Context: an optimization exercise on an open-source flow, tuned for small area, a short achievable clock period and few clock cycles per item. The choices shown serve that exercise and are no tape-out recipe. The RTL was checked by simulation tests, not by an equivalence proof against the original design. Power and IR drop assume default switching activity.

### flow/config.mk
export PLATFORM = sky130hd
export DESIGN_NAME = crsf_parser
export DESIGN_NICKNAME = crsf_parser
export VERILOG_FILES = /design/flow/design.v
export SDC_FILE = /design/flow/constraint.sdc
export NUM_CORES = 4
export LEC_CHECK = 0
export CAP_MARGIN = 20
export CORE_MARGIN = 2
export CORE_UTILIZATION = 40
export SLEW_MARGIN = 20
### flow/design.v
module crsf_parser (
    input  wire       clk,
    input  wire       rst,         
    input  wire       in_valid,
    output wire       in_ready,
    input  wire [7:0] in_data,
    input  wire       in_last,     
    output wire       out_valid,
    input  wire       out_ready,
    output wire [7:0] out_data,
    output wire       out_last,    
    output wire       st_valid,
    output wire [7:0] st_aux,      
    output wire [5:0] st_level     
);
    localparam [1:0] S_RX = 2'd0,    
                     S_TX = 2'd1,    
                     S_ST = 2'd2;    
    function automatic [7:0] crc8_step(input [7:0] c, input [7:0] b);
        integer i;
        reg [7:0] v;
        begin
            v = c ^ b;
            for (i = 0; i < 8; i = i + 1)
                v = v[7] ? ((v << 1) ^ 8'hD5) : (v << 1);
            crc8_step = v;
        end
    endfunction
    function automatic is_sync(input [7:0] b);
        is_sync = (b == 8'hC8) || (b == 8'hEA) || (b == 8'hEC) || (b == 8'hEE);
    endfunction
    reg  [1:0] state;
    reg  [7:0] buffer [0:63];
    reg  [6:0] level;        
    reg  [5:0] frm_len;      
    reg  [7:0] crc;          
    reg        ext;          
    reg  [5:0] tx_idx;
    reg  [5:0] tx_end;       
    reg        tx_then_st;   
    reg        chunk_open;   
    reg        sync_seen;
    reg        dropped;
    reg  [5:0] nframes;
    wire       take     = in_valid && in_ready;
    wire       x_sync   = is_sync(in_data);
    wire       x_len_ok = (in_data >= 8'd2) && (in_data <= 8'd62);
    wire [7:0] crc_next = crc8_step(crc, in_data);
    wire       complete = (level >= 7'd2) && (level + 7'd1 == {1'b0, frm_len} + 7'd2);
    wire       frm_ok   = (crc_next == 8'h00) && !(ext && frm_len < 6'd4);
    assign in_ready  = (state == S_RX);
    assign out_valid = (state == S_TX);
    assign out_data  = buffer[tx_idx];
    assign out_last  = (tx_idx == tx_end);
    assign st_valid  = (state == S_ST);
    assign st_aux    = {~sync_seen, dropped, nframes};
    assign st_level  = level[5:0];
    always @(posedge clk) begin
        if (rst) begin
            state      <= S_RX;
            level      <= 7'd0;
            frm_len    <= 6'd0;
            crc        <= 8'h00;
            ext        <= 1'b0;
            tx_idx     <= 6'd0;
            tx_end     <= 6'd0;
            tx_then_st <= 1'b0;
            chunk_open <= 1'b0;
            sync_seen  <= 1'b0;
            dropped    <= 1'b0;
            nframes    <= 6'd0;
        end else begin
            case (state)
            S_RX: if (take) begin
                chunk_open <= 1'b1;
                if (!chunk_open)
                    sync_seen <= (level != 7'd0) || x_sync;
                else if (x_sync)
                    sync_seen <= 1'b1;
                if (level == 7'd0) begin
                    if (x_sync) begin
                        buffer[0] <= in_data;
                        level     <= 7'd1;
                    end else begin
                        dropped   <= 1'b1;
                    end
                end else if (level == 7'd1) begin
                    if (x_len_ok) begin
                        buffer[1] <= in_data;
                        frm_len   <= in_data[5:0];
                        crc       <= 8'h00;
                        level     <= 7'd2;
                    end else begin
                        dropped <= 1'b1;
                        if (x_sync) begin
                            buffer[0] <= in_data;
                            level     <= 7'd1;
                        end else begin
                            level     <= 7'd0;
                        end
                    end
                end else begin
                    buffer[level[5:0]] <= in_data;
                    crc   <= crc_next;
                    level <= level + 7'd1;
                    if (level == 7'd2)
                        ext <= (in_data >= 8'h28);
                    if (complete) begin
                        level <= 7'd0;
                        if (frm_ok) begin
                            if (nframes != 6'd63)
                                nframes <= nframes + 6'd1;
                            tx_idx <= 6'd0;
                            tx_end <= level[5:0];
                        end else begin
                            dropped <= 1'b1;
                        end
                    end
                end
                if (complete && frm_ok) begin
                    state      <= S_TX;
                    tx_then_st <= in_last;
                end else if (in_last) begin
                    state <= S_ST;
                end
            end
            S_TX: if (out_ready) begin
                tx_idx <= tx_idx + 6'd1;
                if (tx_idx == tx_end)
                    state <= tx_then_st ? S_ST : S_RX;
            end
            S_ST: begin
                chunk_open <= 1'b0;
                sync_seen  <= 1'b0;
                dropped    <= 1'b0;
                nframes    <= 6'd0;
                state      <= S_RX;
            end
            default: state <= S_RX;
            endcase
        end
    end
endmodule
### flow/run.sh
#!/bin/bash
# synth_recipe.tcl (not shown) runs the flow's synth.tcl, then flattens the netlist and writes it again
# the make line also repeats each setting of config.mk as NAME=value (left out here)
make -C /OpenROAD-flow-scripts/flow DESIGN_CONFIG=/design/flow/config.mk WORK_HOME=/design/flow/orfs CLKGATE_MAP_FILE= SYNTH_SCRIPT=/design/flow/synth_recipe.tcl finish
### flow/constraint.sdc
create_clock -name core_clock -period 5.0 [get_ports {clk}]
set_input_delay 1.0000 -clock core_clock [delete_from_list [all_inputs] [get_ports {clk}]]
set_output_delay 1.0000 -clock core_clock [all_outputs]
set_load 0.01 [all_outputs]
==> flow_summary.toml <==
[status]
outcome = "no timing/DRC/antenna violations"

[synth]
synth.top_cell.area_share = 0.672
synth.most_common_cell = "edfxtp_1"
synth_seq_cells = 564
yosysSeqAreaShare = 0.717
synth_top_cell_by_area = "edfxtp_1"
synth_warnings = 1
synth_edf_count = 512
async_reset_ff_frac = 0
synth_cells = 1190
synth_area_per_cell_um2 = 19.2
synthesis.area_um2 = 22900
synth.distinct_cells = 61
synthTopCellsByArea = "edfxtp_1 (67%), mux4_2 (17%), dfxtp_1 (4.5%)"
synthTopCellsByCount = "edfxtp_1 (512), mux4_2 (168), nor2_1 (97)"
synthFlopType = "edfxtp_1"
syn_nets = 1210

[cts]
cts_root_buf = "clkbuf_16"
cts_sinks = 564
cts_buffers = 57
clockBufferDepth = 3
cts_tree = "built"
clock_latency_ns = 0.61
post_cts_buffers = 0
htreeDepth = 2
clk_transition_reported_paths_ns = 0.06
holdBufCountCts = 0
cts_resized = 0

[sta]
fin_crit_sh = 0.934
rsz0062_at_grt = "false"
fin_tns_setup_ns = 0
hold-worst-slack_ns = 0.455
relSlewSlack = 0.298
fmax_ghz = 0.214
min_period_ns = 4.67
worstMarginPinSlew_ns = 1.05
hold_viol = 0
setup_slack_ns = 0.330
drv_slew = 0
setup_violations = 0
finClkSkew_ns = 0.0137

[placed_design]
placedCellCount = 1963
gp_congestion = 0.783
dp_slack_ns = 0.836
dp_hpwl_um = 33900
post_dp_cell_area_um2 = 24400
port_buffers = 38

[worst_setup_path]
arrival_ns = 3.67
required_ns = 4.00
critPathKind = "reg -> out"
crit_path_top_delay_cell = "dfxtp_4"
crit_top_cell = "mux4_2"
cp_slowest_stage_delay_ns = 0.52
cpLargestDelayFamily = "multiplexers"
crit_path_max_fanout = 21
cp-end-kind = "primary output"
path_buf_inv = 3
crit_chain = "buf_12 -> buf_4 -> mux4_2 -> mux4_2 -> mux4_2 -> clkdlybuf4s50_1"
cp-start-kind = "flop"

[drt]
vias = 11557
wl_um = 53600
first_pass_iters = 5
drt_iter0_drc = 1255
drtAntennaViolNets = 0
avgRoutedWirePerCell_um = 25.9
post-route-drc-count = 0
viasPerCell = 5.58

[finish]
area_delta_synth_final_pct = 14.5
diodes = 0
finalNonFillerCells = 2071
utilization = 0.464
fin_area_um2 = 26200
num-nets-final = 1286
layout-drive-gt1-share = 0.243

[floorplan]
rows = 87
dieArea_um2 = 59100
die_w_um = 243
start_util = 0.405
num_io_pins = 39
die_y_um = 243
core_area_um2 = 56500

[global_route]
grt_pass1_wl_um = 80000
grt_overflow = 0
grt_use_total = 0.185
grt_start_max_net_pins = 66
antenna_found_initial = 6
grt_pass1_vias = 11738

[pwr]
irDropWorstVdd_mv = 0.240
power.total_mw = 9.56
p_per_area_nw_per_um2 = 365
leakage_nw = 7.99

[min_path]
hold_path_class = "reg -> reg"

[run]
drv_cap = 0
kinds of logic after synthesis:
logic type      Yosys count  synth area share
flops                   564             0.717
simple gates            243            0.0528
mux                     183             0.172
buf+inv                  75            0.0136
compound gates           69            0.0188
xor+xnor                 49            0.0216
fa+ha+maj                 7           0.00383
layout by cell type (no fill, tap or decap), types with 4 or more instances in the layout:
| cell | n |
|---|---|
| nor2_1 | 97 |
| xor2_1 | 13 |
| o21ai_0 | 12 |
| dfxtp_1 | 49 |
| buf_4 | 39 |
| clkinv_2 | 11 |
| nand4_1 | 10 |
| bufinv_16 | 5 |
| clkinv_1 | 10 |
| xnor2_1 | 31 |
| nand3b_1 | 6 |
| a211oi_1 | 4 |
| clkbuf_16 | 59 |
| nor4_1 | 4 |
| buf_12 | 9 |
| nor3_1 | 15 |
| nand2b_1 | 5 |
| ha_1 | 7 |
| buf_2 | 9 |
| or3_1 | 9 |
| a31oi_1 | 12 |
| inv_1 | 5 |
| edfxtp_1 | 512 |
| and2_1 | 5 |
| nand3_1 | 20 |
| clkdlybuf4s50_1 | 29 |
| nor2b_1 | 8 |
| clkbuf_1 | 17 |
| a21oi_1 | 16 |
| nand2_1 | 40 |
| mux4_2 | 168 |
| o21ai_1 | 8 |
| mux2i_1 | 14 |
area by class of cell:
| type | instances | area (um^2) |
|---|---|---|
| Clock buffer | 77 | 1550 |
| Clock inverter | 31 | 284 |
| Fill cell | 4720 | 30300 |
| Inverter | 6 | 22.5 |
| Multi-Input combinational cell | 551 | 6160 |
| Sequential cell | 564 | 16400 |
| Tap cell | 756 | 946 |
| Timing Repair Buffer | 86 | 808 |
worst register-to-register path, cell delays in order, from the launching register on:
cell and delay, ns:
dfxtp_1 0.68, inv_1 0.29, ha_1 0.31, o21ba_1 0.18, nand2_1 0.14, nand2_1 0.13
nor2_1 0.27, nand3b_1 0.31, nor2_1 0.82
report_power, final:
group | internal [mW] | leakage, nW | total (mW) | switching (mW)
Sequential | 5.14 | 5.02 | 5.14 | 0.00354
Clock | 2.44 | 0.897 | 4.22 | 1.78
Combinational | 0.0612 | 2.07 | 0.202 | 0.140
Total | 7.63 | 7.99 | 9.56 | 1.92
path summary, 6_finish.rpt:
| check | slack (ns) | startpoint | cells past startpoint | end |
|---|---|---|---|---|
| hold reg to reg | 0.46 | crc[7] | 2 | crc[7] |
| setup / recovery | 0.33 | flop | 6 | out_data[1] |
| setup reg to reg | 1.48 | level[0] | 8 | buffer[34][2] |
| hold / removal | 0.46 | crc[7] | 2 | crc[7] |
flip-flops by register name, indices dropped and copies added (netlist names), named ones only:
signal / flops
state: 2
tx_end: 6
level: 7
buffer: 512
tx_then_st: 1
chunk_open: 1
crc: 8
sync_seen: 1
tx_idx: 6
dropped: 1
frm_len: 6
ext: 1
nframes: 6
per-layer routing:
layer	vias up	GRT usage	wire [um]
li1	4994	-	-
met1	6085	0.259	23300
met2	400	0.292	25600
met3	76	0.0407	3580
met4	2	0.0543	1140
met5	-	0	8
Testbench counts, summed over its fixed seeds: cycles 99,162, bytes 52,098.

## re-timing with driven ports
How much do the figures lean on ideal ports? The routed layout below was timed once more, with nothing changed but the port constraints. Step 1 (the two cells are an assumption about what drives the block):
set clk [get_ports {clk}]
set_driving_cell -lib_cell sky130_fd_sc_hd__clkbuf_16 $clk
set_driving_cell -lib_cell sky130_fd_sc_hd__buf_2 [delete_from_list [all_inputs] $clk]
Step 2 adds t to the input delays and takes it off the output delays; t is the mean of the earliest and latest rising clock arrival at the registers after step 1. Input paths then give back, and output paths get back, about the clock's delay inside the block. Three values: ideal, step 1, step 2; two values: the first two.
shift t [ns]: 0.662
setup WS [ns]: 0.330 / 0.272 / 0.868
worst setup path at the end: input to register
worst slew at a driven data input, ns: 0.10
After both steps this run still meets setup and hold. The setup slack of this run moves by -0.058 ns with the drivers and by +0.538 ns with both steps.
